What follows belongs to an exercise in optimizing a design on an open flow for small area, a short achievable clock period and few clock cycles; a production flow would make more cautious choices.
In this exercise RTL edits were held to simulation tests only and were not proved equivalent to the original.
Power and IR drop assume default switching activity.

==> flow/design.v <==
module pse_clamp (
    input  wire signed [31:0] v,
    input  wire [11:0]        hi,
    output wire [11:0]        c
);
    wire over = (v[30:12] != 19'd0) || (v[11:0] > hi);
    assign c = v[31] ? 12'd0 :
               over  ? hi    :
                       v[11:0];
endmodule
module pse_u2f #(
    parameter W  = 32,
    parameter LW = 6
) (
    input  wire [W-1:0]  val,
    output wire [W-1:0]  mant,
    output reg  [LW-1:0] lz
);
    integer i;
    always @* begin
        lz = W - 1;
        for (i = 0; i < W; i = i + 1)
            if (val[i]) lz = W - 1 - i;
    end
    assign mant = val << lz;
endmodule
module pse_query (
    input  wire               clk,
    input  wire               rst,
    input  wire               start,
    input  wire [2:0]         op,
    input  wire signed [31:0] qx0,
    input  wire signed [31:0] qy0,
    input  wire signed [31:0] qx1,
    input  wire signed [31:0] qy1,
    input  wire [12:0]        tab_w,
    input  wire [12:0]        tab_h,
    output wire               ready,
    output reg                done,
    output reg                fault,
    output reg  [31:0]        res_u32,
    output wire [63:0]        res_f64,
    output reg  [11:0]        rect_x0,
    output reg  [11:0]        rect_y0,
    output reg  [11:0]        rect_x1,
    output reg  [11:0]        rect_y1,
    output reg                mem_req,
    output reg                mem_tab,
    output reg  [23:0]        mem_addr,
    input  wire [31:0]        mem_rdata
);
    localparam OP_QSUM = 3'd0, OP_QAVG = 3'd1, OP_QNZC = 3'd2, OP_QNZAVG = 3'd3,
               OP_TRDS = 3'd4, OP_TRDN = 3'd5;
    localparam K    = 2;                           
    localparam NIT  = ((56 + K - 1) / K) * K;      
    localparam NCYC = NIT / K;
    reg               l_full;
    reg [2:0]         l_op;
    reg signed [31:0] l_x0, l_y0, l_x1, l_y1;
    reg [12:0]        l_w, l_h;
    assign ready = !l_full;
    wire               x_sw = l_x1 < l_x0;
    wire               y_sw = l_y1 < l_y0;
    wire signed [31:0] nx0 = x_sw ? l_x1 : l_x0;
    wire signed [31:0] nx1 = x_sw ? l_x0 : l_x1;
    wire signed [31:0] ny0 = y_sw ? l_y1 : l_y0;
    wire signed [31:0] ny1 = y_sw ? l_y0 : l_y1;
    wire [11:0] wmax = l_w[11:0] - 12'd1;
    wire [11:0] hmax = l_h[11:0] - 12'd1;
    wire [11:0] cx0, cx1, cy0, cy1;
    pse_clamp u_cx0 (.v(nx0), .hi(wmax), .c(cx0));
    pse_clamp u_cx1 (.v(nx1), .hi(wmax), .c(cx1));
    pse_clamp u_cy0 (.v(ny0), .hi(hmax), .c(cy0));
    pse_clamp u_cy1 (.v(ny1), .hi(hmax), .c(cy1));
    wire [32:0] qw = {nx1[31], nx1} - {nx0[31], nx0} + 33'd1;
    wire [32:0] qh = {ny1[31], ny1} - {ny0[31], ny0} + 33'd1;
    wire        xen = (cx0 != 12'd0);
    wire        yen = (cy0 != 12'd0);
    wire trd_oob = l_x0[31] || (l_x0[30:12] != 19'd0) || (l_x0[11:0] > wmax) ||
                   l_y0[31] || (l_y0[30:12] != 19'd0) || (l_y0[11:0] > hmax);
    wire l_trd   = (l_op == OP_TRDS) || (l_op == OP_TRDN);
    wire l_fault = (l_op[2:1] == 2'b11) || (l_trd && trd_oob);
    wire l_qavg  = (l_op == OP_QAVG);
    wire [3:0] tmask = {xen && yen, yen, xen, 1'b1};
    reg  [7:0] l_mask;
    always @* begin
        case (l_op)
            OP_QSUM, OP_QAVG: l_mask = {4'd0, tmask};
            OP_QNZC:          l_mask = {tmask, 4'd0};
            OP_QNZAVG:        l_mask = {tmask, tmask};
            OP_TRDN:          l_mask = 8'h10;
            default:          l_mask = 8'h01;      
        endcase
    end
    reg        i_act;         
    reg        i_started;     
    reg        i_mpend;       
    reg        i_noreq;       
    reg [7:0]  i_mask;        
    reg [11:0] i_x1, i_y1, i_x0m, i_y0m;
    reg [12:0] i_w;
    reg        i_avg, i_qavg, i_nzavg, i_nzsel, i_fault;
    wire [7:0] t_one  = i_mask & (~i_mask + 8'd1);
    wire [7:0] m_next = i_mask & ~t_one;
    wire [1:0] t_sub  = {t_one[2] | t_one[3] | t_one[6] | t_one[7],
                         t_one[1] | t_one[3] | t_one[5] | t_one[7]};
    wire       t_nz   = |t_one[7:4];
    wire       t_last = (m_next == 8'd0);
    wire [11:0] t_x   = (t_sub == 2'd0 || t_sub == 2'd2) ? i_x1 : i_x0m;
    wire [11:0] t_y   = (t_sub == 2'd0 || t_sub == 2'd1) ? i_y1 : i_y0m;
    wire        t_neg = (t_sub == 2'd1 || t_sub == 2'd2);
    wire        t_first = (t_sub == 2'd0);
    reg [1:0]  au_n;          
    reg        au_cmpl;       
    reg [31:0] acc_s, acc_n;
    reg        p_valid, p_neg, p_nz, p_first, p_last, p_cst;
    reg        a_valid, a_neg, a_nz, a_first, a_last, a_cst;
    reg        m_avg, m_qavg, m_nzavg, m_nzsel, m_fault;
    reg [11:0] m_rx0, m_ry0, m_rx1, m_ry1;
    reg        m_prod_ok;     
    reg [52:0] m_prod;
    reg [6:0]  m_pexp;
    reg        mu_busy, mu_fin;
    reg [32:0] mu_w;           
    reg [32:0] mu_h;           
    reg [32:0] mu_acc;
    reg [22:0] mu_low;
    reg        mu_stk;
    reg signed [7:0] mu_exp;
    wire [32:0] wn;
    wire [5:0]  wlz;
    pse_u2f #(.W(33), .LW(6)) u_wn (.val(qw), .mant(wn), .lz(wlz));
    wire [33:0] mu_s1 = {1'b0, mu_acc} + (mu_h[0] ? {1'b0, mu_w} : 34'd0);
    wire [33:0] mu_s2 = {1'b0, mu_s1[33:1]} + (mu_h[1] ? {1'b0, mu_w} : 34'd0);
    wire [55:0] mu_v = {mu_acc, mu_low};
    reg  [52:0] pr_m;
    reg         pr_g, pr_s;
    reg  [7:0]  pr_e;
    reg  [53:0] pr_r;
    reg  [52:0] pr_mant;
    reg  [7:0]  pr_exp;
    always @* begin
        if (mu_v[55]) begin
            pr_m = mu_v[55:3]; pr_g = mu_v[2]; pr_s = (|mu_v[1:0]) | mu_stk;
            pr_e = mu_exp + 8'sd32;
        end else if (mu_v[54]) begin
            pr_m = mu_v[54:2]; pr_g = mu_v[1]; pr_s = mu_v[0] | mu_stk;
            pr_e = mu_exp + 8'sd31;
        end else begin
            pr_m = mu_v[53:1]; pr_g = mu_v[0]; pr_s = mu_stk;
            pr_e = mu_exp + 8'sd30;
        end
        pr_r = {1'b0, pr_m} + {53'd0, pr_g & (pr_s | pr_m[0])};
        if (pr_r[53]) begin
            pr_mant = {1'b1, 52'd0};
            pr_exp  = pr_e + 8'd1;
        end else begin
            pr_mant = pr_r[52:0];
            pr_exp  = pr_e;
        end
    end
    reg             be_busy;
    reg [5:0]       be_cnt;
    reg [53:0]      be_rem;
    reg [52:0]      be_d;
    reg [NIT-1:0]   be_q;
    reg signed [7:0] be_e;
    reg             be_zero;
    wire [31:0] sn;
    wire [4:0]  slz;
    pse_u2f #(.W(32), .LW(5)) u_sn (.val(acc_s), .mant(sn), .lz(slz));
    wire [31:0] nn;
    wire [4:0]  nlz;
    pse_u2f #(.W(32), .LW(5)) u_nn (.val(acc_n), .mant(nn), .lz(nlz));
    reg [53:0] dv_r;
    reg [54:0] dv_t;
    reg [K-1:0] dv_qb;
    integer k;
    always @* begin
        dv_r = be_rem;
        for (k = 0; k < K; k = k + 1) begin
            dv_t = {1'b0, dv_r} - {2'b0, be_d};
            dv_qb[K-1-k] = !dv_t[54];
            dv_r = dv_t[54] ? {dv_r[52:0], 1'b0} : {dv_t[52:0], 1'b0};
        end
    end
    reg [52:0] r_mant;
    reg        r_g, r_s;
    reg [10:0] r_e;
    reg [53:0] r_rnd;
    reg [10:0] r_bexp;
    wire       rem_nz = (be_rem != 54'd0);
    always @* begin
        if (be_q[NIT-1]) begin
            r_mant = be_q[NIT-1 -: 53];
            r_g    = be_q[NIT-54];
            r_s    = (|be_q[NIT-55:0]) | rem_nz;
            r_e    = {{3{be_e[7]}}, be_e} + 11'd1023;
        end else begin
            r_mant = be_q[NIT-2 -: 53];
            r_g    = be_q[NIT-55];
            r_s    = (|be_q[NIT-56:0]) | rem_nz;
            r_e    = {{3{be_e[7]}}, be_e} + 11'd1022;
        end
        r_rnd  = {1'b0, r_mant} + {53'd0, r_g & (r_s | r_mant[0])};
        r_bexp = r_e + {10'd0, r_rnd[53]};
    end
    assign res_f64 = be_zero ? 64'd0 : {1'b0, r_bexp, r_rnd[51:0]};
    wire first_ok = (au_n == 2'd0) ||
                    (au_n == 2'd1 && (!be_busy || be_cnt <= 6'd1) && (!m_qavg || m_prod_ok));
    wire issue    = i_act && (i_started || first_ok);
    wire copy_now = a_valid && a_cst;
    wire i_free   = (!i_act || (issue && t_last)) &&
                    (!i_mpend || copy_now) && !(issue && !i_started);
    wire prep     = l_full && i_free && (!l_qavg || !mu_busy);
    wire hand     = (au_n != 2'd0) && au_cmpl && !be_busy && (!m_qavg || m_prod_ok);
    wire h_zero   = (acc_s == 32'd0) || (m_nzavg && acc_n == 32'd0);
    always @(posedge clk) begin
        if (rst) begin
            l_full    <= 1'b0;
            i_act     <= 1'b0;
            i_started <= 1'b0;
            i_mpend   <= 1'b0;
            mem_req   <= 1'b0;
            p_valid   <= 1'b0;
            a_valid   <= 1'b0;
            au_n      <= 2'd0;
            au_cmpl   <= 1'b0;
            m_qavg    <= 1'b0;
            m_prod_ok <= 1'b0;
            mu_busy   <= 1'b0;
            mu_fin    <= 1'b0;
            be_busy   <= 1'b0;
            done      <= 1'b0;
            fault     <= 1'b0;
        end else begin
            done <= 1'b0;
            if (!l_full && start) begin
                l_full <= 1'b1;
                l_op   <= op;
                l_x0   <= qx0;
                l_y0   <= qy0;
                l_x1   <= qx1;
                l_y1   <= qy1;
                l_w    <= tab_w;
                l_h    <= tab_h;
            end else if (prep) begin
                l_full <= 1'b0;
            end
            mem_req <= 1'b0;
            p_valid <= issue;
            if (issue) begin
                mem_req   <= !i_noreq;
                mem_tab   <= t_nz;
                mem_addr  <= t_y * i_w + {12'd0, t_x};
                p_neg     <= t_neg;
                p_nz      <= t_nz;
                p_first   <= t_first;
                p_last    <= t_last;
                p_cst     <= !i_started;
                i_mask    <= m_next;
                i_started <= 1'b1;
                if (t_last) i_act <= 1'b0;
            end
            if (issue && !i_started) i_mpend <= 1'b1;
            else if (copy_now)       i_mpend <= 1'b0;
            if (prep) begin
                i_act     <= 1'b1;
                i_started <= 1'b0;
                i_mask    <= l_mask;
                i_noreq   <= l_fault;
                i_x1      <= l_trd ? l_x0[11:0] : cx1;
                i_y1      <= l_trd ? l_y0[11:0] : cy1;
                i_x0m     <= cx0 - 12'd1;
                i_y0m     <= cy0 - 12'd1;
                i_w       <= l_w;
                i_avg     <= !l_fault && (l_op == OP_QAVG || l_op == OP_QNZAVG);
                i_qavg    <= l_op == OP_QAVG;
                i_nzavg   <= l_op == OP_QNZAVG;
                i_nzsel   <= l_op == OP_QNZC || l_op == OP_QNZAVG || l_op == OP_TRDN;
                i_fault   <= l_fault;
            end
            if (prep && l_qavg) begin
                mu_busy <= 1'b1;
                mu_fin  <= 1'b0;
                mu_w    <= wn;
                mu_h    <= qh;
                mu_acc  <= 33'd0;
                mu_low  <= 23'd0;
                mu_stk  <= 1'b0;
                mu_exp  <= -$signed({2'b00, wlz});
            end else if (mu_busy && !mu_fin) begin
                mu_acc  <= mu_s2[33:1];
                mu_low  <= {mu_s2[0], mu_s1[0], mu_low[22:2]};
                mu_stk  <= mu_stk | mu_low[1] | mu_low[0];
                mu_h    <= {2'b00, mu_h[32:2]};
                mu_exp  <= mu_exp + 8'sd2;
                mu_fin  <= (mu_h[32:2] == 31'd0);
            end
            a_valid <= p_valid;
            a_neg   <= p_neg;
            a_nz    <= p_nz;
            a_first <= p_first;
            a_last  <= p_last;
            a_cst   <= p_cst;
            if (a_valid) begin
                if (a_nz) acc_n <= a_first ? mem_rdata : a_neg ? acc_n - mem_rdata : acc_n + mem_rdata;
                else      acc_s <= a_first ? mem_rdata : a_neg ? acc_s - mem_rdata : acc_s + mem_rdata;
            end
            if (copy_now) begin
                m_avg     <= i_avg;
                m_qavg    <= i_qavg;
                m_nzavg   <= i_nzavg;
                m_nzsel   <= i_nzsel;
                m_fault   <= i_fault;
                m_rx0     <= i_x0m + 12'd1;
                m_ry0     <= i_y0m + 12'd1;
                m_rx1     <= i_x1;
                m_ry1     <= i_y1;
                m_prod_ok <= 1'b0;
            end else if (m_qavg && !m_prod_ok && mu_busy && mu_fin) begin
                m_prod    <= pr_mant;
                m_pexp    <= pr_exp[6:0];
                m_prod_ok <= 1'b1;
                mu_busy   <= 1'b0;
            end
            case ({issue && !i_started, hand})
                2'b10:   au_n <= au_n + 2'd1;
                2'b01:   au_n <= au_n - 2'd1;
                default: ;
            endcase
            if (a_valid && a_last) au_cmpl <= 1'b1;
            else if (hand)         au_cmpl <= 1'b0;
            if (hand) begin
                res_u32 <= m_nzsel ? acc_n : acc_s;
                rect_x0 <= m_rx0;
                rect_y0 <= m_ry0;
                rect_x1 <= m_rx1;
                rect_y1 <= m_ry1;
                fault   <= m_fault;
                be_zero <= 1'b1;
                if (!m_avg || h_zero) begin
                    done <= 1'b1;
                end else begin
                    be_zero <= 1'b0;
                    be_busy <= 1'b1;
                    be_cnt  <= NCYC - 1;
                    be_rem  <= {1'b0, sn, 21'd0};
                    be_q    <= {NIT{1'b0}};
                    if (m_qavg) begin
                        be_d <= m_prod;
                        be_e <= $signed({3'b000, 5'd31 - slz}) - $signed({1'b0, m_pexp});
                    end else begin
                        be_d <= {nn, 21'd0};
                        be_e <= $signed({3'b000, 5'd31 - slz}) - $signed({3'b000, 5'd31 - nlz});
                    end
                end
            end else if (be_busy) begin
                be_rem <= dv_r;
                be_q   <= {be_q[NIT-K-1:0], dv_qb};
                be_cnt <= be_cnt - 6'd1;
                if (be_cnt == 6'd0) begin
                    be_busy <= 1'b0;
                    done    <= 1'b1;
                end
            end
        end
    end
endmodule
==> flow/run.sh <==
#!/bin/bash
# synth_recipe.tcl (not shown) runs the flow's synth.tcl, then flattens the netlist and writes it again
# the make line also repeats each setting of config.mk as NAME=value (left out here)
make -C /OpenROAD-flow-scripts/flow DESIGN_CONFIG=/design/flow/config.mk WORK_HOME=/design/flow/orfs CLKGATE_MAP_FILE= SYNTH_SCRIPT=/design/flow/synth_recipe.tcl finish
==> flow/config.mk <==
export PLATFORM = sky130hd
export DESIGN_NAME = pse_query
export DESIGN_NICKNAME = pse_query
export VERILOG_FILES = /design/flow/design.v
export SDC_FILE = /design/flow/constraint.sdc
export NUM_CORES = 4
export LEC_CHECK = 0
export CAP_MARGIN = 20
export CORE_MARGIN = 2
export CORE_UTILIZATION = 40
export SLEW_MARGIN = 20
==> flow/constraint.sdc <==
create_clock -name core_clock -period 12.0 [get_ports {clk}]
set_input_delay 2.4000 -clock core_clock [delete_from_list [all_inputs] [get_ports {clk}]]
set_output_delay 2.4000 -clock core_clock [all_outputs]
set_load 0.01 [all_outputs]
==> results by group, run 1 <==
Status
  – Status: no timing/DRC/antenna violations

Place
  – Number of port buffers: 362
  – HPWL Detailed: 152000 um
  – RePlAce Congestion: 0.945
  – Placed insts: 9639

Logic synthesis
  – Unique cell type count in the Yosys netlist: 104
  – Part of the Yosys area used for sequential elements: 0.366
  – Net Count, Synth: 8103
  – Cells after synthesis: 7244
  – Area of the mapped netlist: 68700 sq um
  – Post-synth EDFFs: 827
  – Asr flop ratio synth: 0
  – Number of synthesized register bits: 844
  – Synth Warn #: 3
  – Post-synth top flop: edfxtp_1
  – Post-synthesis average cell area: 9.49 sq um

Finish
  – Final net count: 8367
  – Area Growth Syn to Fin: 13.5%
  – Share of cells above drive strength 1: 0.0574
  – Filler-free cell count of the finished design: 9820

Clocking
  – # hold bufs at CTS: 0
  – H-Tree Depth: 3
  – TritonCTS clock tree: built
  – Clk root buf: clkbuf_16
  – Num CTS Buffers: 100
  – Clk sinks: 844
  – Clock buffer depth: 3
  – Setup Fix Bufs, Post-CTS: 0
  – Worst-path clk slew: 0.06 ns
  – Skew-Pair Late Insertion Delay: 0.73 ns
  – Post-CTS resize count: 0

STA
  – Tmin final: 10.22 ns
  – RSZ-0062 raised after global routing: no
  – Max Clk Rate: 97.9 MHz
  – Final Setup Violations: 0
  – Pins Over Slew Limit: 0
  – Final period util: 0.851
  – Slew HR: 0.239
  – Hold Violations, Final: 0
  – Clock skew: 0.0338 ns
  – Final TNS setup: 0 ns
  – Worst-Margin Slew: 1.14 ns

Power
  – Power per cell area: 146 nW/um^2
  – Final Power: 0.0114 W
  – Peak VDD IR: 0.337 mV
  – Leak pwr: 31.4 nW

Drt
  – 1st-iter DRT viols: 3521
  – Post-Route WL: 195000 um
  – Post-DRT Antenna Nets: 0
  – DR vias: 54278
  – Post-route DRC: 0
  – DRT Pass-1 Iters: 5
  – Vias per inst: 5.53
  – Routed length per instance: 19.9 um

Global route
  – Antenna violations before repair: 15
  – Number of global-route vias before repair: 53057
  – First-pass GRT wire length: 303000 um
  – GRT Util Overall: 0.218
  – Pin count of the biggest net entering global routing: 92
  – GRT Residual Overflow: 0

Floorplanning
  – Starting Density: 0.402
  – Die area: 175000 sq um
  – I/O Pins: 365
  – Die height: 419 um
  – Total core area: 171000 sq um
  – Die width: 419 um
  – Row count: 152

Setup path
  – Critical path's largest stage delay: 0.79 ns
  – CP Class: reg -> reg
  – CP max-delay cell: nor4b_1
  – Max Fanout on Critical Path: 72
  – CP startpoint kind: register
  – Arr. time, crit path: 10.78 ns
  – Worst EP required: 12.57 ns
  – Worst setup EP type: register

Min path
  – Hold Path Class: reg -> reg

Job
  – Max_cap viols: 0
## final timing paths
check / from / to / slack, ns / depth (start not counted)
setup reg to reg: be_rem[1] / be_rem[43] / 1.78 / 35
hold reg to reg: m_ry1[5] / rect_y1[5] / 0.42 / 0
hold / removal: m_ry1[5] / rect_y1[5] / 0.42 / 0
setup / recovery: be_rem[1] / be_rem[43] / 1.78 / 35
## worst max-delay path: cells and delay by family (launching register included)
family	cells	cell delay [ns]
buf+inv	5	1.22
fa+ha+maj	2	0.69
flops	1	0.41
simple gates	3	1.21
compound gates	24	6.04
mux	1	0.42
## logic make-up (layout without fill, tap and decap cells)
logic type / count (synthesis) / count (layout) / share of synthesized area
fa+ha+maj: 669 / 669 / 0.136
other cells: 1 / 4 / 0.0000546
mux: 459 / 459 / 0.0705
xor+xnor: 488 / 488 / 0.0623
flops: 844 / 844 / 0.366
buf+inv: 740 / 1080 / 0.0421
simple gates: 2361 / 2361 / 0.166
compound gates: 1682 / 1682 / 0.157
## cell type report
| cell class | count | area [sq um] |
|---|---|---|
| Fill cell | 16196 | 93100 |
| Clock inverter | 54 | 603 |
| Inverter | 472 | 1780 |
| Antenna cell | 3 | 7.51 |
| Timing Repair Buffer | 430 | 4140 |
| Clock buffer | 124 | 2710 |
| Tap cell | 2233 | 2790 |
| Sequential cell | 844 | 25200 |
| Multi-Input combinational cell | 5660 | 40900 |
## synthesized netlist by cell type (133+ instances only)
| master | n | share of area |
|---|---|---|
| nor2_1 | 642 | 0.035 |
| edfxtp_1 | 827 | 0.36 |
| a21o_1 | 151 | 0.016 |
| and2_1 | 235 | 0.021 |
| o21ai_0 | 403 | 0.029 |
| clkbuf_1 | 193 | 0.011 |
| a21oi_1 | 467 | 0.034 |
| nor2b_1 | 148 | 0.013 |
| xor2_1 | 165 | 0.021 |
| inv_1 | 463 | 0.025 |
| ha_1 | 538 | 0.098 |
| mux2i_1 | 327 | 0.048 |
| nand3_1 | 133 | 0.0097 |
| xnor2_1 | 322 | 0.041 |
| nand2_1 | 631 | 0.034 |
| nor3_1 | 140 | 0.010 |
## registers in the layout (all words and copies together) (netlist names), 13 cells and up
signal and flops:
be_q 56, be_d 53, be_rem 53, m_prod 53
mu_acc 33, mu_h 33, mu_w 33, acc_n 32
acc_s 32, l_x0 32, l_x1 32, l_y0 32
l_y1 32, res_u32 32, mem_addr 24, mu_low 23
i_w 13, l_w 13
## power breakdown
group          total (W)  switching (W)  internal, W  leakage [nW]
combinational    0.00466        0.00268      0.00198          22.2
sequential       0.00367      0.0000911      0.00357          7.65
clock            0.00310        0.00129      0.00181          1.61
## metrics by stage
stage                     area, sq um  setup slack [ns]  hold slack [ns]  utilization
after floorplan                 68700              1.66            0.400            -
after global placement          74700              2.13            0.401        0.437
after detailed placement        74700              1.87            0.405        0.437
after CTS                       78000              1.67            0.412        0.456
after global routing            78000              1.05            0.423        0.456
final                           78100              1.78            0.417        0.456
## layer usage
| metal | vias up | wire length, um | GRT usage |
|---|---|---|---|
| met2 | 1282 | 93400 | 0.373 |
| met3 | 341 | 9140 | 0.0322 |
| met1 | 25840 | 84500 | 0.278 |
| met4 | 24 | 7850 | 0.0833 |
| met5 | - | 155 | 0 |
| li1 | 26791 | - | - |
## cells in the final DEF, fill, tap and decap left out, drive strengths merged, types with 42 or more instances in the layout
| cell | n |
|---|---|
| clkbuf | 124 |
| ha | 538 |
| nor3 | 142 |
| a21oi | 468 |
| nor4 | 76 |
| clkdlybuf4s50 | 361 |
| a211oi | 88 |
| nand4 | 48 |
| inv | 470 |
| o21bai | 47 |
| o31ai | 53 |
| and3 | 68 |
| nand2 | 631 |
| nand2b | 83 |
| o211ai | 42 |
| o21a | 61 |
| mux2 | 124 |
| xor2 | 165 |
| o22ai | 55 |
| mux2i | 327 |
| edfxtp | 827 |
| nor2 | 642 |
| fa | 129 |
| nand3 | 133 |
| buf | 69 |
| nor2b | 148 |
| a21o | 151 |
| xnor2 | 323 |
| and2 | 238 |
| o21ai | 417 |
Testbench counts, summed over its fixed seeds: cycles 59,669.
==> run 2, diff against run 1 <==
--- a/flow/design.v
+++ b/flow/design.v
@@ -52,7 +52,6 @@
     localparam OP_QSUM = 3'd0, OP_QAVG = 3'd1, OP_QNZC = 3'd2, OP_QNZAVG = 3'd3,
                OP_TRDS = 3'd4, OP_TRDN = 3'd5;
-    localparam K    = 2;                           
-    localparam NIT  = ((56 + K - 1) / K) * K;      
-    localparam NCYC = NIT / K;
+    localparam K    = 4;                           
+    localparam NCYC = 56 / K;                      
     reg               l_full;
     reg [2:0]         l_op;
@@ -122,4 +121,5 @@
     reg [6:0]  m_pexp;
     reg        mu_busy, mu_fin;
+    reg        mu_nrm;         
     reg [32:0] mu_w;           
     reg [32:0] mu_h;           
@@ -130,5 +130,5 @@
     wire [32:0] wn;
     wire [5:0]  wlz;
-    pse_u2f #(.W(33), .LW(6)) u_wn (.val(qw), .mant(wn), .lz(wlz));
+    pse_u2f #(.W(33), .LW(6)) u_wn (.val(mu_w), .mant(wn), .lz(wlz));
     wire [33:0] mu_s1 = {1'b0, mu_acc} + (mu_h[0] ? {1'b0, mu_w} : 34'd0);
     wire [33:0] mu_s2 = {1'b0, mu_s1[33:1]} + (mu_h[1] ? {1'b0, mu_w} : 34'd0);
@@ -161,10 +161,13 @@
     end
     reg             be_busy;
-    reg [5:0]       be_cnt;
-    reg [53:0]      be_rem;
+    reg [4:0]       be_cnt;       
+    reg [55:0]      be_ws, be_wc;  
+    reg [55:0]      be_qp, be_qn;  
     reg [52:0]      be_d;
-    reg [NIT-1:0]   be_q;
     reg signed [7:0] be_e;
     reg             be_zero;
+    reg             be_inx;       
+    reg             be_top;       
+    reg [3:0]       be_est;       
     wire [31:0] sn;
     wire [4:0]  slz;
@@ -173,40 +176,56 @@
     wire [4:0]  nlz;
     pse_u2f #(.W(32), .LW(5)) u_nn (.val(acc_n), .mant(nn), .lz(nlz));
-    reg [53:0] dv_r;
-    reg [54:0] dv_t;
-    reg [K-1:0] dv_qb;
+    wire [55:0] dv_d = {3'b000, be_d};
+    reg  [55:0] dv_s, dv_c, dv_a, dv_ys, dv_yc;
+    reg  [3:0]  dv_est, dv_ep, dv_ez, dv_en;
+    reg  [K-1:0] dv_qp, dv_qn;
+    reg  signed [K+1:0] dv_v;            
     integer k;
+    function [3:0] nxt_est(input [4:0] ys, input [4:0] yc, input [4:0] a);
+        nxt_est = (ys[4:1] ^ yc[4:1] ^ a[4:1]) +
+                  ((ys[3:0] & yc[3:0]) | (ys[3:0] & a[3:0]) | (yc[3:0] & a[3:0]));
+    endfunction
     always @* begin
-        dv_r = be_rem;
+        dv_s   = be_ws;
+        dv_c   = be_wc;
+        dv_est = be_est;
+        dv_v   = 0;
         for (k = 0; k < K; k = k + 1) begin
-            dv_t = {1'b0, dv_r} - {2'b0, be_d};
-            dv_qb[K-1-k] = !dv_t[54];
-            dv_r = dv_t[54] ? {dv_r[52:0], 1'b0} : {dv_t[52:0], 1'b0};
+            dv_ys = {dv_s[54:0], 1'b0};
+            dv_yc = {dv_c[54:0], 1'b0};
+            dv_qp[K-1-k] = !dv_est[3];
+            dv_qn[K-1-k] = dv_est[3] && (dv_est != 4'b1111);
+            dv_ep = nxt_est(dv_ys[54:50], dv_yc[54:50], ~dv_d[54:50]);
+            dv_ez = nxt_est(dv_ys[54:50], dv_yc[54:50], 5'd0);
+            dv_en = nxt_est(dv_ys[54:50], dv_yc[54:50], dv_d[54:50]);
+            dv_a  = dv_qp[K-1-k] ? ~dv_d : dv_qn[K-1-k] ? dv_d : 56'd0;
+            dv_s  = dv_ys ^ dv_yc ^ dv_a;
+            dv_c  = {(dv_ys[54:0] & dv_yc[54:0]) | (dv_ys[54:0] & dv_a[54:0]) |
+                     (dv_yc[54:0] & dv_a[54:0]), dv_qp[K-1-k]};
+            dv_est = dv_qp[K-1-k] ? dv_ep : dv_qn[K-1-k] ? dv_en : dv_ez;
+            dv_v   = dv_v * 2 + (dv_qp[K-1-k] ? 1 : 0) - (dv_qn[K-1-k] ? 1 : 0);
         end
     end
-    reg [52:0] r_mant;
-    reg        r_g, r_s;
-    reg [10:0] r_e;
-    reg [53:0] r_rnd;
-    reg [10:0] r_bexp;
-    wire       rem_nz = (be_rem != 54'd0);
-    always @* begin
-        if (be_q[NIT-1]) begin
-            r_mant = be_q[NIT-1 -: 53];
-            r_g    = be_q[NIT-54];
-            r_s    = (|be_q[NIT-55:0]) | rem_nz;
-            r_e    = {{3{be_e[7]}}, be_e} + 11'd1023;
-        end else begin
-            r_mant = be_q[NIT-2 -: 53];
-            r_g    = be_q[NIT-55];
-            r_s    = (|be_q[NIT-56:0]) | rem_nz;
-            r_e    = {{3{be_e[7]}}, be_e} + 11'd1022;
-        end
-        r_rnd  = {1'b0, r_mant} + {53'd0, r_g & (r_s | r_mant[0])};
-        r_bexp = r_e + {10'd0, r_rnd[53]};
-    end
+    wire signed [K+1:0] dv_vm = dv_v - 1;
+    wire [55:0] otf_q  = dv_v[K+1]  ? {be_qn[55-K:0], dv_v[K-1:0]}  : {be_qp[55-K:0], dv_v[K-1:0]};
+    wire [55:0] otf_qm = (dv_v[K+1] || dv_v == 0) ? {be_qn[55-K:0], dv_vm[K-1:0]} :
+                                                     {be_qp[55-K:0], dv_vm[K-1:0]};
+    wire [55:0] fn_w   = be_ws + be_wc;
+    wire        fn_neg = fn_w[55];
+    wire [55:0] fn_q   = fn_neg ? be_qn : be_qp;
+    wire [55:0] fn_s3  = be_ws ^ be_wc ^ dv_d;
+    wire [55:0] fn_c3  = {(be_ws[54:0] & be_wc[54:0]) | (be_ws[54:0] & dv_d[54:0]) |
+                          (be_wc[54:0] & dv_d[54:0]), 1'b0};
+    wire        fn_z0  = ((be_ws ^ be_wc) == {(be_ws[54:0] | be_wc[54:0]), 1'b0});
+    wire        fn_z1  = ((fn_s3 ^ fn_c3) == {(fn_s3[54:0] | fn_c3[54:0]), 1'b0});
+    wire        fn_inx = !(fn_z0 || fn_z1);
+    wire [52:0] r_mant = be_qp[55:3];
+    wire        r_g    = be_qp[2];
+    wire        r_s    = (|be_qp[1:0]) | be_inx;
+    wire [53:0] r_rnd  = {1'b0, r_mant} + {53'd0, r_g & (r_s | r_mant[0])};
+    wire [10:0] r_bexp = {{3{be_e[7]}}, be_e} + 11'd1022 + {10'd0, be_top} + {10'd0, r_rnd[53]};
     assign res_f64 = be_zero ? 64'd0 : {1'b0, r_bexp, r_rnd[51:0]};
     wire first_ok = (au_n == 2'd0) ||
-                    (au_n == 2'd1 && (!be_busy || be_cnt <= 6'd1) && (!m_qavg || m_prod_ok));
+                    (au_n == 2'd1 && (!be_busy || be_cnt <= 5'd1) && (!m_qavg || m_prod_ok));
     wire issue    = i_act && (i_started || first_ok);
     wire copy_now = a_valid && a_cst;
@@ -284,9 +303,13 @@
                 mu_busy <= 1'b1;
                 mu_fin  <= 1'b0;
-                mu_w    <= wn;
+                mu_nrm  <= 1'b1;
+                mu_w    <= qw;
                 mu_h    <= qh;
                 mu_acc  <= 33'd0;
                 mu_low  <= 23'd0;
                 mu_stk  <= 1'b0;
+            end else if (mu_busy && mu_nrm) begin
+                mu_nrm  <= 1'b0;
+                mu_w    <= wn;
                 mu_exp  <= -$signed({2'b00, wlz});
             end else if (mu_busy && !mu_fin) begin
@@ -345,7 +368,10 @@
                     be_zero <= 1'b0;
                     be_busy <= 1'b1;
-                    be_cnt  <= NCYC - 1;
-                    be_rem  <= {1'b0, sn, 21'd0};
-                    be_q    <= {NIT{1'b0}};
+                    be_cnt  <= NCYC;
+                    be_ws   <= {4'd0, sn, 20'd0};      
+                    be_wc   <= 56'd0;
+                    be_est  <= 4'b0001;
+                    be_qp   <= 56'd0;
+                    be_qn   <= {56{1'b1}};
                     if (m_qavg) begin
                         be_d <= m_prod;
@@ -357,8 +383,15 @@
                 end
             end else if (be_busy) begin
-                be_rem <= dv_r;
-                be_q   <= {be_q[NIT-K-1:0], dv_qb};
-                be_cnt <= be_cnt - 6'd1;
-                if (be_cnt == 6'd0) begin
+                if (be_cnt != 5'd0) begin
+                    be_ws  <= dv_s;
+                    be_wc  <= dv_c;
+                    be_est <= dv_est;
+                    be_qp  <= otf_q;
+                    be_qn  <= otf_qm;
+                    be_cnt <= be_cnt - 5'd1;
+                end else begin
+                    be_qp   <= fn_q[55] ? fn_q : {fn_q[54:0], 1'b0};
+                    be_top  <= fn_q[55];
+                    be_inx  <= fn_inx;
                     be_busy <= 1'b0;
                     done    <= 1'b1;
--- a/flow/config.mk
+++ b/flow/config.mk
@@ -6,6 +6,8 @@
 export NUM_CORES = 4
 export LEC_CHECK = 0
+export ABC_CLOCK_PERIOD_IN_PS = 5000
 export CAP_MARGIN = 20
 export CORE_MARGIN = 2
 export CORE_UTILIZATION = 40
+export SETUP_SLACK_MARGIN = 5
 export SLEW_MARGIN = 20
==> results by group, run 2 <==
Floorplanning
  – Die height: 463 um (+11%)
  – I/O Pins: 365 (unchanged)
  – Starting Density: 0.402 (+0.000565)
  – Die width: 463 um (+11%)
  – Total core area: 209000 sq um (+22%)
  – Die area: 214000 sq um (+22%)
  – Row count: 168 (+11%)

Min path
  – Hold Path Class: reg -> reg

Setup path
  – Worst setup EP type: register
  – Reg2reg setup slack: 4.87 ns (+3.08 ns)
  – Critical path's largest stage delay: 0.60 ns (-0.19 ns)
  – Max Fanout on Critical Path: 6 (-92%)
  – CP startpoint: be_d[52]
  – R2r endpoint: be_qn[47]
  – Reg2reg path depth: 30 (-14%)
  – CP Class: reg -> reg
  – CP max-delay cell: o41a_4
  – Worst EP required: 12.51 ns (-0.06 ns)
  – RR Startpoint: be_d[52]
  – Crit path to: be_qn[47]
  – Arr. time, crit path: 7.64 ns (-3.14 ns)
  – CP startpoint kind: register

STA
  – Slew HR: 0.229 (-0.0104)
  – Clock skew: 0.0504 ns (+0.0167 ns)
  – Worst-Margin Slew: 1.15 ns (+0.00731 ns)
  – Hold Violations, Final: 0 (unchanged)
  – Tmin final: 7.13 ns (-3.08 ns)
  – RSZ-0062 raised after global routing: yes
  – Final period util: 0.594 (-0.257)
  – Min Hold Slack: 0.411 ns (-0.00577 ns)
  – Final Setup Violations: 0 (unchanged)
  – Pins Over Slew Limit: 0 (unchanged)
  – Max Clk Rate: 140 MHz (+43%)
  – Final TNS setup: 0 ns (unchanged)

Clocking
  – TritonCTS clock tree: built
  – Worst-path clk slew: 0.07 ns (about the same)
  – Clock buffer depth: 3 (unchanged)
  – # hold bufs at CTS: 0 (unchanged)
  – H-Tree Depth: 3 (unchanged)
  – Skew-Pair Late Insertion Delay: 0.80 ns (+0.07 ns)
  – Num CTS Buffers: 114 (+14%)
  – Clk root buf: clkbuf_16
  – Clk sinks: 964 (+14%)

Logic synthesis
  – Synth Warn #: 3 (unchanged)
  – Net Count, Synth: 10039 (+24%)
  – Post-synthesis average cell area: 9.59 sq um (+1.1%)
  – Synth area leader: edfxtp_1
  – Post-synth EDFFs: 947 (+15%)
  – Synth top area share: 0.338 (-0.0235)
  – Post-synth top flop: edfxtp_1
  – Area contributors post-synth: edfxtp_1, fa_1, ha_1, mux2i_1, inv_1
  – Area of the mapped netlist: 84200 sq um (+22%)
  – Part of the Yosys area used for sequential elements: 0.342 (-0.0244)
  – Most common cell in the netlist: edfxtp_1
  – Number of synthesized register bits: 964 (+14%)
  – Cells after synthesis: 8780 (+21%)
  – Asr flop ratio synth: 0 (unchanged)
  – Unique cell type count in the Yosys netlist: 97 (-6.7%)
  – Post-synth top cells: edfxtp_1, inv_1, nand2_1

Power
  – Leak pwr: 40.4 nW (+28%)
  – Sw power: 0.00440 W (+8.4%)
  – Power per cell area: 129 nW/um^2 (-12%)
  – Peak VDD IR: 0.427 mV (+27%)
  – Clock share of power: 0.279 (+0.008)
  – Combinational Power Share: 0.397 (-0.011)
  – Power Internal: 0.00830 W (+13%)
  – Sequential Power Share: 0.324 (+0.003)
  – Sw Ratio: 0.346 (-0.00850)

Global route
  – Met3 Use GR: 0.0356 (+0.00331)
  – GRT Util Overall: 0.236 (+0.0174)
  – First-pass GRT wire length: 398000 um (+32%)
  – Top Usage Layer GRT: met2
  – GRT Residual Overflow: 0 (unchanged)
  – Antenna violations before repair: 13 (-2)
  – Global routing met1 resource utilization: 0.301 (+0.0237)
  – Met2 Usage GRT: 0.398 (+0.0244)
  – Number of global-route vias before repair: 67211 (+27%)
  – Pin count of the biggest net entering global routing: 101 (+9.8%)

Status
  – Status: no timing/DRC/antenna violations

Place
  – DP Area: 91300 sq um (+22%)
  – HPWL Detailed: 193000 um (+27%)
  – RePlAce Congestion: 0.938 (-0.69%)
  – Number of port buffers: 362 (unchanged)

Finish
  – Finished Cell Area: 98200 sq um (+26%)
  – Final net count: 10413 (+24%)
  – Most frequent cells in the layout: edfxtp_1, inv_1, nand2_1
  – Share of cells above drive strength 1: 0.0967 (+0.0394)
  – Area Growth Syn to Fin: 16.6%
  – Fillers: 19442 (+20%)
  – Commonest non-fill, non-tap cell in the layout: edfxtp_1
  – Biggest regs: be_qn: 56 flops, be_qp: 56 flops, be_ws: 56 flops

Drt
  – DR vias: 67723 (+25%)
  – Post-Route WL: 263000 um (+35%)
  – Post-DRT Antenna Nets: 0 (unchanged)
  – 1st-iter DRT viols: 5760 (+64%)
  – Vias per inst: 5.61 (+1.6%)
  – Routed length per instance: 21.8 um (+9.8%)
  – DRT Pass-1 Iters: 5 (unchanged)
  – Post-route DRC: 0 (unchanged)

Job
  – Max_cap viols: 0 (unchanged)
==> run 2: worst min path at each step <==
stage,startpoint,to,slack (ns),depth (start not counted)
after floorplan,p_cst,a_cst,0.40,0
after global placement,p_first,a_first,0.40,0
after detailed placement,m_rx1[4],rect_x1[4],0.40,0
after CTS,m_rx1[8],rect_x1[8],0.40,0
after global routing,m_rx1[8],rect_x1[8],0.40,0
final,m_rx1[8],rect_x1[8],0.41,0
==> run 2: cell type report <==
class	count	area [sq um]	share of cell area
tap	2805	3510	0.0358
clock inverter	74	781	0.00795
timing repair inverter	1	5.00	0.0000510
timing repair buffer	616	6130	0.0624
clock buffer	142	2970	0.0302
multi-input combinational	6613	52800	0.538
antenna	6	15.0	0.000153
sequential	964	28800	0.293
inverter	844	3200	0.0326
==> run 2: kinds of logic after synthesis <==
group                      share of synthesized area
and+or+nand+nor                                0.147
AOI/OAI and AO/OA                              0.133
xor gates and xnor gates                      0.0518
adders and majority gates                      0.196
muxes                                         0.0746
other                                      0.0000445
buffers and inverters                         0.0555
DFF                                            0.342
==> run 2: worst max-delay path, delay by kind of cell, from the launching register on <==
kind	cells	cell delay, ns
XOR/XNOR	2	0.31
adder cells (fa/ha/maj)	6	2.30
buffers and inverters	6	0.68
AO/OA/AOI/OAI	9	1.97
flip-flops	1	0.42
AND/OR/NAND/NOR	7	1.16
==> run 2: what timing repair did <==
| item | CTS | global route |
|---|---|---|
| endpoints found under the hold margin | 0 | 0 |
| gates resized for setup | 139 | 193 |
| setup buffers | 77 | 74 |
| setup endpoints to repair | 303 | 280 |
| cloned | 13 | 17 |
| pin swaps | 38 | 88 |
==> run 2: power groups by stage <==
stage          registers (W)  logic (W)  clock network [W]
6_report             0.00412    0.00504            0.00354
5_1_grt              0.00413    0.00569            0.00373
4_1_cts              0.00411    0.00485            0.00362
3_5_place_dp         0.00419    0.00452                  0
3_3_place_gp         0.00418    0.00447                  0
2_1_floorplan        0.00417    0.00347                  0
==> run 2: routing by layer <==
layer	vias up	wire length [um]
met5	-	27
met4	6	12600
met3	536	16400
met2	2303	125000
met1	33029	109000
li1	31849	-
==> run 2: stage by stage <==
step                std cells  worst slack [ns]  utilization  power, W
floorplan                8780              4.24            -   0.00764
global placement        11662              2.69        0.436   0.00866
detailed placement      11662              2.65        0.436   0.00871
CTS                     11968              4.83        0.461    0.0126
global route            12060              4.56        0.469    0.0136
finish                  12065              4.87        0.469    0.0127
Testbench counts of run 2, summed over its fixed seeds: cycles 37,901.
==> run 3, diff against run 2 <==
--- a/flow/config.mk
+++ b/flow/config.mk
@@ -6,5 +6,4 @@
 export NUM_CORES = 4
 export LEC_CHECK = 0
-export ABC_CLOCK_PERIOD_IN_PS = 5000
 export CAP_MARGIN = 20
 export CORE_MARGIN = 2
==> results by group, run 3 <==
Clocking
  – Num CTS Buffers: 114 (unchanged)
  – H-Tree Depth: 3 (unchanged)
  – Clock buffer depth: 3 (unchanged)
  – Worst-path clk slew: 0.07 ns (about the same)
  – Skew-Pair Late Insertion Delay: 0.80 ns (about the same)
  – TritonCTS clock tree: built
  – Clk root buf: clkbuf_16
  – Clk sinks: 964 (unchanged)

STA
  – Slew HR: 0.229 (unchanged)
  – Clock skew: 0.0504 ns (unchanged)
  – Post-layout worst setup margin: 4.87 ns (unchanged)
  – Tmin final: 7.13 ns (unchanged)
  – Pins Over Slew Limit: 0 (unchanged)
  – Final TNS setup: 0 ns (unchanged)
  – RSZ-0062 raised after global routing: yes
  – Hold Violations, Final: 0 (unchanged)
  – Final Setup Violations: 0 (unchanged)
  – Worst-Margin Slew: 1.15 ns (unchanged)
  – Max Clk Rate: 140 MHz (unchanged)
  – Final period util: 0.594 (unchanged)

Global route
  – Pin count of the biggest net entering global routing: 101 (unchanged)
  – First-pass GRT wire length: 398000 um (unchanged)
  – GRT Util Overall: 0.236 (unchanged)
  – GRT Residual Overflow: 0 (unchanged)
  – Antenna violations before repair: 13 (unchanged)
  – Number of global-route vias before repair: 67211 (unchanged)

Floorplanning
  – I/O Pins: 365 (unchanged)
  – Total core area: 209000 sq um (unchanged)
  – Die area: 214000 sq um (unchanged)
  – Die height: 463 um (unchanged)
  – Row count: 168 (unchanged)
  – Starting Density: 0.402 (unchanged)
  – Die width: 463 um (unchanged)

Drt
  – DR vias: 67723 (unchanged)
  – 1st-iter DRT viols: 5760 (unchanged)
  – Top Metal Used: met5
  – DRT Pass-1 Iters: 5 (unchanged)
  – Metal2 WL: 125000 um (unchanged)
  – Length of routed met3 wiring: 16400 um (unchanged)
  – Metal-1 WL: 109000 um (unchanged)
  – Vias per inst: 5.61 (unchanged)
  – Post-route DRC: 0 (unchanged)
  – Post-Route WL: 263000 um (unchanged)
  – Routed length per instance: 21.8 um (unchanged)
  – Post-DRT Antenna Nets: 0 (unchanged)

Finish
  – Final net count: 10413 (unchanged)
  – Biggest regs: be_qn: 56 flops, be_qp: 56 flops, be_ws: 56 flops
  – Share of cells above drive strength 1: 0.0967 (unchanged)
  – Area Growth Syn to Fin: 16.6% (unchanged)
  – Filler-free cell count of the finished design: 12065 (unchanged)
  – Fillers: 19442 (unchanged)
  – Commonest non-fill, non-tap cell in the layout: edfxtp_1
  – Most frequent cells in the layout: edfxtp_1, inv_1, nand2_1

Place
  – HPWL Detailed: 193000 um (unchanged)
  – Number of port buffers: 362 (unchanged)
  – Setup WS pre-CTS: 2.65 ns (unchanged)
  – RePlAce Congestion: 0.938 (unchanged)
  – Placed insts: 11662 (unchanged)

Setup path
  – Critical path's largest stage delay: 0.60 ns (about the same)
  – Worst EP required: 12.51 ns (about the same)
  – Worst setup EP type: register
  – CP startpoint kind: register
  – CP max-delay cell: o41a_4
  – Arr. time, crit path: 7.64 ns (about the same)
  – CP Class: reg -> reg
  – Max Fanout on Critical Path: 6 (unchanged)

Job
  – Max_cap viols: 0 (unchanged)

Power
  – Final Power: 0.0127 W (unchanged)
  – Power per cell area: 129 nW/um^2 (unchanged)
  – Leak pwr: 40.4 nW (unchanged)
  – Peak VDD IR: 0.427 mV (unchanged)

Logic synthesis
  – Net Count, Synth: 10039 (unchanged)
  – Synth Warn #: 3 (unchanged)
  – Post-synth top cells: edfxtp_1, inv_1, nand2_1
  – Post-synth EDFFs: 947 (unchanged)
  – Part of the Yosys area used for sequential elements: 0.342 (unchanged)
  – Synth area leader: edfxtp_1
  – Area of the mapped netlist: 84200 sq um (unchanged)
  – Post-synthesis average cell area: 9.59 sq um (unchanged)
  – Number of synthesized register bits: 964 (unchanged)
  – Unique cell type count in the Yosys netlist: 97 (unchanged)
  – Area contributors post-synth: edfxtp_1, fa_1, ha_1, mux2i_1, inv_1
  – Synth top area share: 0.338 (unchanged)
  – Most common cell in the netlist: edfxtp_1
  – Cells after synthesis: 8780 (unchanged)
  – Post-synth top flop: edfxtp_1
  – Asr flop ratio synth: 0 (unchanged)

Min path
  – Hold Path Class: reg -> reg

Status
  – Status: no timing/DRC/antenna violations
==> run 3: cell counts in the layout (fill, tap and decap cells not counted) <==
Identical to the previous run, type by type.
==> run 3: final timing paths <==
path	start	endpoint	slack [ns]	depth (start not counted)
worst max register to register	be_d[52]	be_qn[47]	4.87	30
worst min-delay path	m_rx1[8]	rect_x1[8]	0.41	0
worst max-delay path	be_d[52]	be_qn[47]	4.87	30
worst min register to register	m_rx1[8]	rect_x1[8]	0.41	0
==> run 3: worst max-delay path, delay by kind of cell, from the launching register on <==
kind                       cells  cell delay [ns]
and+or+nand+nor                7             1.16
DFF                            1             0.42
buffers and inverters          6             0.68
adders and majority gates      6             2.30
AOI/OAI and AO/OA              9             1.97
xor gates and xnor gates       2             0.31
==> run 3: repair_timing <==
item | CTS | global route
gates cloned | 13 | 17
hold buffers | 0 | 0
setup buffers | 77 | 74
endpoints found under the setup margin | 303 | 280
gates resized for setup | 139 | 193
pin swaps | 38 | 88
endpoints found under the hold margin | 0 | 0
==> run 3: area by class of cell <==
type / count / area (sq um) / share of cell area
tap: 2805 / 3510 / 0.0358
clock inverter: 74 / 781 / 0.00795
multi-input combinational: 6613 / 52800 / 0.538
timing repair inverter: 1 / 5.00 / 0.0000510
inverter: 844 / 3200 / 0.0326
antenna: 6 / 15.0 / 0.000153
sequential: 964 / 28800 / 0.293
timing repair buffer: 616 / 6130 / 0.0624
clock buffer: 142 / 2970 / 0.0302
==> run 3: cells by family (layout without fill, tap and decap cells) <==
family / after synthesis / count (layout) / share of synthesized area
and+or+nand+nor: 2590 / 2598 / 0.147
AOI/OAI and AO/OA: 1832 / 1836 / 0.133
xor gates and xnor gates: 496 / 496 / 0.0518
other: 1 / 7 / 0.0000445
muxes: 613 / 613 / 0.0746
adders and majority gates: 1069 / 1069 / 0.196
buffers and inverters: 1215 / 1677 / 0.0555
DFF: 964 / 964 / 0.342
==> run 3: power by group <==
group          total, W  leakage, nW  switching, W  internal (W)
combinational   0.00504         29.8       0.00278       0.00226
sequential      0.00412         8.73     0.0000970       0.00402
clock           0.00354         1.83       0.00152       0.00202
==> run 3: per-stage QoR <==
stage               hold slack (ns)  instance area (sq um)  utilization
global route                  0.403                  98200        0.469
detailed placement            0.405                  91300        0.436
global placement              0.401                  91300        0.436
floorplan                     0.400                  85100            -
finish                        0.411                  98200        0.469
CTS                           0.404                  96400        0.461
==> run 3: per-layer routing <==
layer  track usage  up-vias
met5             0        -
met4        0.0969        6
met3        0.0356      536
met2         0.398     2303
met1         0.301    33029
li1              -    31849
==> run 4, diff against run 3 <==
--- a/flow/design.v
+++ b/flow/design.v
@@ -118,4 +118,8 @@
     reg [11:0] m_rx0, m_ry0, m_rx1, m_ry1;
     reg        m_prod_ok;     
+    reg        m2_v;          
+    reg        m2_fault;
+    reg [31:0] m2_u32;
+    reg [11:0] m2_rx0, m2_ry0, m2_rx1, m2_ry1;
     reg [52:0] m_prod;
     reg [6:0]  m_pexp;
@@ -123,15 +127,21 @@
     reg        mu_nrm;         
     reg [32:0] mu_w;           
-    reg [32:0] mu_h;           
+    reg [33:0] mu_h;           
     reg [32:0] mu_acc;
-    reg [22:0] mu_low;
-    reg        mu_stk;
+    reg [4:0]  mu_cnt;         
     reg signed [7:0] mu_exp;
     wire [32:0] wn;
     wire [5:0]  wlz;
     pse_u2f #(.W(33), .LW(6)) u_wn (.val(mu_w), .mant(wn), .lz(wlz));
+    reg  [5:0]  hlen;          
+    integer hi;
+    always @* begin
+        hlen = 6'd0;
+        for (hi = 0; hi < 34; hi = hi + 1)
+            if (mu_h[hi]) hlen = hi + 1;
+    end
     wire [33:0] mu_s1 = {1'b0, mu_acc} + (mu_h[0] ? {1'b0, mu_w} : 34'd0);
     wire [33:0] mu_s2 = {1'b0, mu_s1[33:1]} + (mu_h[1] ? {1'b0, mu_w} : 34'd0);
-    wire [55:0] mu_v = {mu_acc, mu_low};
+    wire [66:0] mu_v = {mu_acc, mu_h};
     reg  [52:0] pr_m;
     reg         pr_g, pr_s;
@@ -141,12 +151,12 @@
     reg  [7:0]  pr_exp;
     always @* begin
-        if (mu_v[55]) begin
-            pr_m = mu_v[55:3]; pr_g = mu_v[2]; pr_s = (|mu_v[1:0]) | mu_stk;
+        if (mu_v[66]) begin
+            pr_m = mu_v[66:14]; pr_g = mu_v[13]; pr_s = |mu_v[12:0];
             pr_e = mu_exp + 8'sd32;
-        end else if (mu_v[54]) begin
-            pr_m = mu_v[54:2]; pr_g = mu_v[1]; pr_s = mu_v[0] | mu_stk;
+        end else if (mu_v[65]) begin
+            pr_m = mu_v[65:13]; pr_g = mu_v[12]; pr_s = |mu_v[11:0];
             pr_e = mu_exp + 8'sd31;
         end else begin
-            pr_m = mu_v[53:1]; pr_g = mu_v[0]; pr_s = mu_stk;
+            pr_m = mu_v[64:12]; pr_g = mu_v[11]; pr_s = |mu_v[10:0];
             pr_e = mu_exp + 8'sd30;
         end
@@ -163,5 +173,5 @@
     reg [4:0]       be_cnt;       
     reg [55:0]      be_ws, be_wc;  
-    reg [55:0]      be_qp, be_qn;  
+    reg [55:0]      be_qp;         
     reg [52:0]      be_d;
     reg signed [7:0] be_e;
@@ -180,5 +190,4 @@
     reg  [3:0]  dv_est, dv_ep, dv_ez, dv_en;
     reg  [K-1:0] dv_qp, dv_qn;
-    reg  signed [K+1:0] dv_v;            
     integer k;
     function [3:0] nxt_est(input [4:0] ys, input [4:0] yc, input [4:0] a);
@@ -190,5 +199,4 @@
         dv_c   = be_wc;
         dv_est = be_est;
-        dv_v   = 0;
         for (k = 0; k < K; k = k + 1) begin
             dv_ys = {dv_s[54:0], 1'b0};
@@ -204,14 +212,22 @@
                      (dv_yc[54:0] & dv_a[54:0]), dv_qp[K-1-k]};
             dv_est = dv_qp[K-1-k] ? dv_ep : dv_qn[K-1-k] ? dv_en : dv_ez;
-            dv_v   = dv_v * 2 + (dv_qp[K-1-k] ? 1 : 0) - (dv_qn[K-1-k] ? 1 : 0);
         end
     end
-    wire signed [K+1:0] dv_vm = dv_v - 1;
-    wire [55:0] otf_q  = dv_v[K+1]  ? {be_qn[55-K:0], dv_v[K-1:0]}  : {be_qp[55-K:0], dv_v[K-1:0]};
-    wire [55:0] otf_qm = (dv_v[K+1] || dv_v == 0) ? {be_qn[55-K:0], dv_vm[K-1:0]} :
-                                                     {be_qp[55-K:0], dv_vm[K-1:0]};
+    wire [K-1:0] dv_z   = ~(dv_qp | dv_qn);
+    reg          dv_neg, dv_zero;
+    always @* begin
+        dv_neg  = 1'b0;
+        dv_zero = 1'b1;
+        for (k = K - 1; k >= 0; k = k - 1) begin
+            dv_neg  = dv_neg | (dv_zero & dv_qn[k]);
+            dv_zero = dv_zero & dv_z[k];
+        end
+    end
+    wire [K-1:0] dv_lo  = dv_qp - dv_qn;
+    wire [55:0] be_qm  = be_qp - 56'd1;
+    wire [55:0] otf_q  = dv_neg ? {be_qm[55-K:0], dv_lo} : {be_qp[55-K:0], dv_lo};
     wire [55:0] fn_w   = be_ws + be_wc;
     wire        fn_neg = fn_w[55];
-    wire [55:0] fn_q   = fn_neg ? be_qn : be_qp;
+    wire [55:0] fn_q   = fn_neg ? be_qm : be_qp;
     wire [55:0] fn_s3  = be_ws ^ be_wc ^ dv_d;
     wire [55:0] fn_c3  = {(be_ws[54:0] & be_wc[54:0]) | (be_ws[54:0] & dv_d[54:0]) |
@@ -227,5 +243,7 @@
     assign res_f64 = be_zero ? 64'd0 : {1'b0, r_bexp, r_rnd[51:0]};
     wire first_ok = (au_n == 2'd0) ||
-                    (au_n == 2'd1 && (!be_busy || be_cnt <= 5'd1) && (!m_qavg || m_prod_ok));
+                    (au_n == 2'd1 && (!m_qavg || m_prod_ok) &&
+                     (m2_v ? (!be_busy || be_cnt == 5'd0) :
+                             (!m_avg || !be_busy || be_cnt <= 5'd1)));
     wire issue    = i_act && (i_started || first_ok);
     wire copy_now = a_valid && a_cst;
@@ -233,5 +251,8 @@
                     (!i_mpend || copy_now) && !(issue && !i_started);
     wire prep     = l_full && i_free && (!l_qavg || !mu_busy);
-    wire hand     = (au_n != 2'd0) && au_cmpl && !be_busy && (!m_qavg || m_prod_ok);
+    wire m_out    = (au_n != 2'd0) && au_cmpl && !m2_v;
+    wire hand     = m_out && !be_busy && (!m_qavg || m_prod_ok);
+    wire mv       = m_out && be_busy && !m_avg;      
+    wire m2_out   = m2_v && !be_busy;
     wire h_zero   = (acc_s == 32'd0) || (m_nzavg && acc_n == 32'd0);
     always @(posedge clk) begin
@@ -248,4 +269,5 @@
             m_qavg    <= 1'b0;
             m_prod_ok <= 1'b0;
+            m2_v      <= 1'b0;
             mu_busy   <= 1'b0;
             mu_fin    <= 1'b0;
@@ -305,19 +327,17 @@
                 mu_nrm  <= 1'b1;
                 mu_w    <= qw;
-                mu_h    <= qh;
+                mu_h    <= {1'b0, qh};
                 mu_acc  <= 33'd0;
-                mu_low  <= 23'd0;
-                mu_stk  <= 1'b0;
             end else if (mu_busy && mu_nrm) begin
                 mu_nrm  <= 1'b0;
                 mu_w    <= wn;
                 mu_exp  <= -$signed({2'b00, wlz});
+                mu_cnt  <= hlen[5:1] + {4'd0, hlen[0]};
             end else if (mu_busy && !mu_fin) begin
                 mu_acc  <= mu_s2[33:1];
-                mu_low  <= {mu_s2[0], mu_s1[0], mu_low[22:2]};
-                mu_stk  <= mu_stk | mu_low[1] | mu_low[0];
-                mu_h    <= {2'b00, mu_h[32:2]};
+                mu_h    <= {mu_s2[0], mu_s1[0], mu_h[33:2]};
                 mu_exp  <= mu_exp + 8'sd2;
-                mu_fin  <= (mu_h[32:2] == 31'd0);
+                mu_cnt  <= mu_cnt - 5'd1;
+                mu_fin  <= (mu_cnt == 5'd1);
             end
             a_valid <= p_valid;
@@ -348,5 +368,5 @@
                 mu_busy   <= 1'b0;
             end
-            case ({issue && !i_started, hand})
+            case ({issue && !i_started, hand || mv})
                 2'b10:   au_n <= au_n + 2'd1;
                 2'b01:   au_n <= au_n - 2'd1;
@@ -354,5 +374,25 @@
             endcase
             if (a_valid && a_last) au_cmpl <= 1'b1;
-            else if (hand)         au_cmpl <= 1'b0;
+            else if (hand || mv)   au_cmpl <= 1'b0;
+            if (mv) begin
+                m2_v     <= 1'b1;
+                m2_u32   <= m_nzsel ? acc_n : acc_s;
+                m2_rx0   <= m_rx0;
+                m2_ry0   <= m_ry0;
+                m2_rx1   <= m_rx1;
+                m2_ry1   <= m_ry1;
+                m2_fault <= m_fault;
+            end else if (m2_out) begin
+                m2_v     <= 1'b0;
+            end
+            if (m2_out) begin
+                res_u32 <= m2_u32;
+                rect_x0 <= m2_rx0;
+                rect_y0 <= m2_ry0;
+                rect_x1 <= m2_rx1;
+                rect_y1 <= m2_ry1;
+                fault   <= m2_fault;
+                done    <= 1'b1;
+            end
             if (hand) begin
                 res_u32 <= m_nzsel ? acc_n : acc_s;
@@ -373,5 +413,4 @@
                     be_est  <= 4'b0001;
                     be_qp   <= 56'd0;
-                    be_qn   <= {56{1'b1}};
                     if (m_qavg) begin
                         be_d <= m_prod;
@@ -388,5 +427,4 @@
                     be_est <= dv_est;
                     be_qp  <= otf_q;
-                    be_qn  <= otf_qm;
                     be_cnt <= be_cnt - 5'd1;
                 end else begin
==> results by group, run 4 <==
Drt
  – Post-DRT Antenna Nets: 0 (unchanged)
  – DRT Pass-1 Iters: 8 (+3)
  – Post-Route WL: 275000 um (+4.6%)
  – Vias per inst: 5.64 (+0.39%)
  – 1st-iter DRT viols: 6688 (+16%)
  – Routed length per instance: 22.1 um (+1.2%)
  – DR vias: 70287 (+3.8%)
  – Post-route DRC: 0 (unchanged)

Power
  – Power per cell area: 121 nW/um^2 (-6.7%)
  – Peak VDD IR: 0.507 mV (+19%)
  – Final Power: 0.0119 W (-6.3%)
  – Leak pwr: 40.4 nW (about the same)

STA
  – RSZ-0062 raised after global routing: yes
  – Final period util: 0.575 (-0.0194)
  – Final Setup Violations: 0 (unchanged)
  – Max Clk Rate: 145 MHz (+3.4%)
  – Worst-Margin Slew: 1.17 ns (+0.0282 ns)
  – Final TNS setup: 0 ns (unchanged)
  – Hold Violations, Final: 0 (unchanged)
  – Tmin final: 6.90 ns (-0.232 ns)
  – Slew HR: 0.207 (-0.0217)
  – Post-layout worst setup margin: 5.10 ns (+0.232 ns)
  – Pins Over Slew Limit: 0 (unchanged)
  – Clock skew: 0.0504 ns (-0.0000183 ns)

Global route
  – Number of global-route vias before repair: 68918 (+2.5%)
  – GRT Residual Overflow: 0 (unchanged)
  – First-pass GRT wire length: 415000 um (+4.3%)
  – GRT Util Overall: 0.245 (+0.00907)
  – Pin count of the biggest net entering global routing: 77 (-24%)
  – Antenna violations before repair: 15 (+2)

Finish
  – Biggest regs: be_qp: 56 flops, be_ws: 56 flops, be_wc: 55 flops
  – Share of cells above drive strength 1: 0.0767 (-0.0200)
  – Fillers: 20371 (+4.8%)
  – Area Growth Syn to Fin: 14.9%
  – Most frequent cells in the layout: nand2_1, edfxtp_1, inv_1
  – Final net count: 10799 (+3.7%)
  – Commonest non-fill, non-tap cell in the layout: nand2_1

Logic synthesis
  – Net Count, Synth: 10525 (+4.8%)
  – Asr flop ratio synth: 0 (unchanged)
  – Area contributors post-synth: edfxtp_1, fa_1, ha_1, nand2_1, mux2i_1
  – Post-Synth Simple-Gate Area: 0.160 (+0.0128)
  – Number of synthesized register bits: 972 (+0.83%)
  – Post-Synth XOR/XNOR Area: 0.0618 (+0.0101)
  – Multiplexer share of the synthesized area: 0.0493 (-0.0253)
  – Part of the Yosys area used for sequential elements: 0.338 (-0.00400)
  – Synth top area share: 0.334 (-0.00416)
  – Post-synth top flop: edfxtp_1
  – Combinational family with the most area after synthesis: adder cells
  – Most common cell in the netlist: nand2_1
  – Synth area leader: edfxtp_1
  – Post-synth top cells: nand2_1, edfxtp_1, inv_1
  – Unique cell type count in the Yosys netlist: 105 (+8.2%)
  – Synth Area in Adders: 0.193 (-0.00325)
  – Post-synthesis average cell area: 9.27 sq um (-3.3%)
  – Synth Warn #: 3 (unchanged)
  – Area of the mapped netlist: 85900 sq um (+2.0%)
  – Post-synth EDFFs: 954 (+0.74%)
  – Synth Area in Compound Gates: 0.140 (+0.00613)
  – Cells after synthesis: 9262 (+5.5%)

Place
  – HPWL Detailed: 205000 um (+6.0%)
  – Setup WS pre-CTS: 3.11 ns (+0.460 ns)
  – Number of port buffers: 362 (unchanged)
  – RePlAce Congestion: 0.954 (+1.7%)

Floorplanning
  – Die height: 467 um (+0.98%)
  – Row count: 170 (+1.2%)
  – Starting Density: 0.401 (-0.000835)
  – Die width: 467 um (+0.98%)
  – Die area: 218000 sq um (+2.0%)
  – Total core area: 214000 sq um (+2.2%)
  – I/O Pins: 365 (unchanged)

Clocking
  – # hold bufs at CTS: 0 (unchanged)
  – Worst-path clk slew: 0.06 ns (about the same)
  – Num CTS Buffers: 112 (-1.8%)
  – Skew-Pair Late Insertion Delay: 0.79 ns (about the same)
  – Clk sinks: 972 (+0.83%)
  – Clk root buf: clkbuf_16
  – Clock buffer depth: 3 (unchanged)
  – TritonCTS clock tree: built
  – H-Tree Depth: 3 (unchanged)

Job
  – Max_cap viols: 0 (unchanged)

Setup path
  – CP max-delay cell: edfxtp_1
  – Worst setup EP type: register
  – RR Startpoint: be_d[51]
  – Max Fanout on Critical Path: 7 (+1)
  – Critical path's largest stage delay: 0.50 ns (-0.10 ns)
  – CP startpoint kind: register
  – Worst EP required: 12.47 ns (-0.04 ns)
  – Arr. time, crit path: 7.37 ns (-0.27 ns)
  – CP startpoint: be_d[51]
  – CP Class: reg -> reg

Status
  – Status: no timing/DRC/antenna violations

Min path
  – Min-delay src: i_nzsel
  – Hold Path Class: reg -> reg
run 4: path summary, 6_finish.rpt:
kind                            slack (ns)        end  cells past startpoint
worst max-delay path                  5.10  be_ws[41]                     33
worst min-delay path                  0.42    m_nzsel                      0
worst max register to register        5.10  be_ws[41]                     33
worst min register to register        0.42    m_nzsel                      0
run 4: layer usage:
| metal | vias to the layer above | GRT usage | routed length [um] | share of wire |
|---|---|---|---|---|
| met5 | - | 0 | 46 | 0.00017 |
| met2 | 2595 | 0.409 | 131000 | 0.47 |
| li1 | 32936 | - | - | - |
| met4 | 8 | 0.0913 | 11200 | 0.041 |
| met1 | 34239 | 0.323 | 116000 | 0.42 |
| met3 | 509 | 0.0314 | 17200 | 0.062 |
run 4: cell families (layout without fill, tap and decap cells):
kind of cell	after synthesis	in the layout
compound gates	1936	1940
simple gates	2939	2939
flops	972	972
mux	410	410
fa+ha+maj	1073	1073
buf+inv	1327	1690
other cells	1	7
xor+xnor	604	604
run 4: power breakdown:
part           switching [W]  internal (W)  leakage, nW
Clock                0.00155       0.00210         1.88
Combinational        0.00234       0.00183         29.7
Sequential         0.0000917       0.00398         8.80
Total                0.00399       0.00791         40.4
run 4: area by class of cell:
class | count | area, sq um | share of cell area
diodes | 6 | 15.0 | 0.000152
clock buffers | 129 | 2880 | 0.0291
clock inverters | 78 | 1010 | 0.0102
inverters | 874 | 3310 | 0.0336
multi-input cells | 6967 | 52900 | 0.536
flip-flops and latches | 972 | 29000 | 0.294
well taps | 2838 | 3550 | 0.0360
repair buffers | 608 | 6010 | 0.0609
repair inverters | 1 | 8.76 | 0.0000887
run 4: critical path, delay by kind of cell, from the launching register on:
family,cells,cell delay (ns)
buf+inv,10,1.12
xor+xnor,2,0.33
mux,1,0.23
flops,1,0.50
compound gates,5,0.59
simple gates,7,0.95
fa+ha+maj,8,2.87
run 4: per-stage QoR:
stage / instance area, sq um / hold slack [ns] / std cells / util
global route: 98700 / 0.428 / 12468 / 0.461
detailed placement: 92400 / 0.405 / 12114 / 0.432
finish: 98700 / 0.418 / 12473 / 0.461
global placement: 92400 / 0.403 / 12113 / 0.432
CTS: 97500 / 0.419 / 12390 / 0.455
floorplan: 86000 / 0.400 / 9262 / -
run 4: timing repair:
| action | CTS | global route |
|---|---|---|
| buffers inserted | 57 | 68 |
| hold endpoints to repair | 0 | 0 |
| gates resized for setup | 117 | 147 |
| cloned | 12 | 7 |
| setup endpoints to repair | 301 | 323 |
| pin swaps | 32 | 55 |
Testbench counts of run 4, summed over its fixed seeds: cycles 34,915.

[afterwards: timing with drivers on the ports]
The results above use ideal ports. As a check the final layouts listed here were re-extracted and re-timed, cells and wires unchanged. Step 1, drivers: a clkbuf_16 drives clk and a buf_2 each remaining input, both assumed. Step 2 moves the port delays by t, midway between the first and last clock arrival at a register: inputs arrive t later, outputs are due t later. That takes back most of the time a late clock gives input paths. Three values: ideal ports, drivers, drivers and shift; two values: the first two.
run | t, ns | setup WS [ns] | hold slack, ns | worst setup path after step 2 | worst register clock-pin slew, ns
run 1 | 0.794 | 1.783 / 1.713 / 1.783 | 0.417 / 0.417 / 0.417 | register to register | 0.07 / 0.07
run 2 | 0.859 | 4.867 / 4.867 / 4.350 | 0.411 / 0.411 / 0.411 | input to register | 0.07 / 0.07
run 3 | 0.859 | 4.867 / 4.867 / 4.350 | 0.411 / 0.411 / 0.411 | input to register | 0.07 / 0.07
run 4 | 0.857 | 5.100 / 5.087 / 4.470 | 0.418 / 0.418 / 0.418 | input to register | 0.07 / 0.07
After both steps setup and hold are still met in every run listed. The setup slack of run 4, which loses most, moves by -0.013 ns with the drivers and by -0.630 ns with both steps.
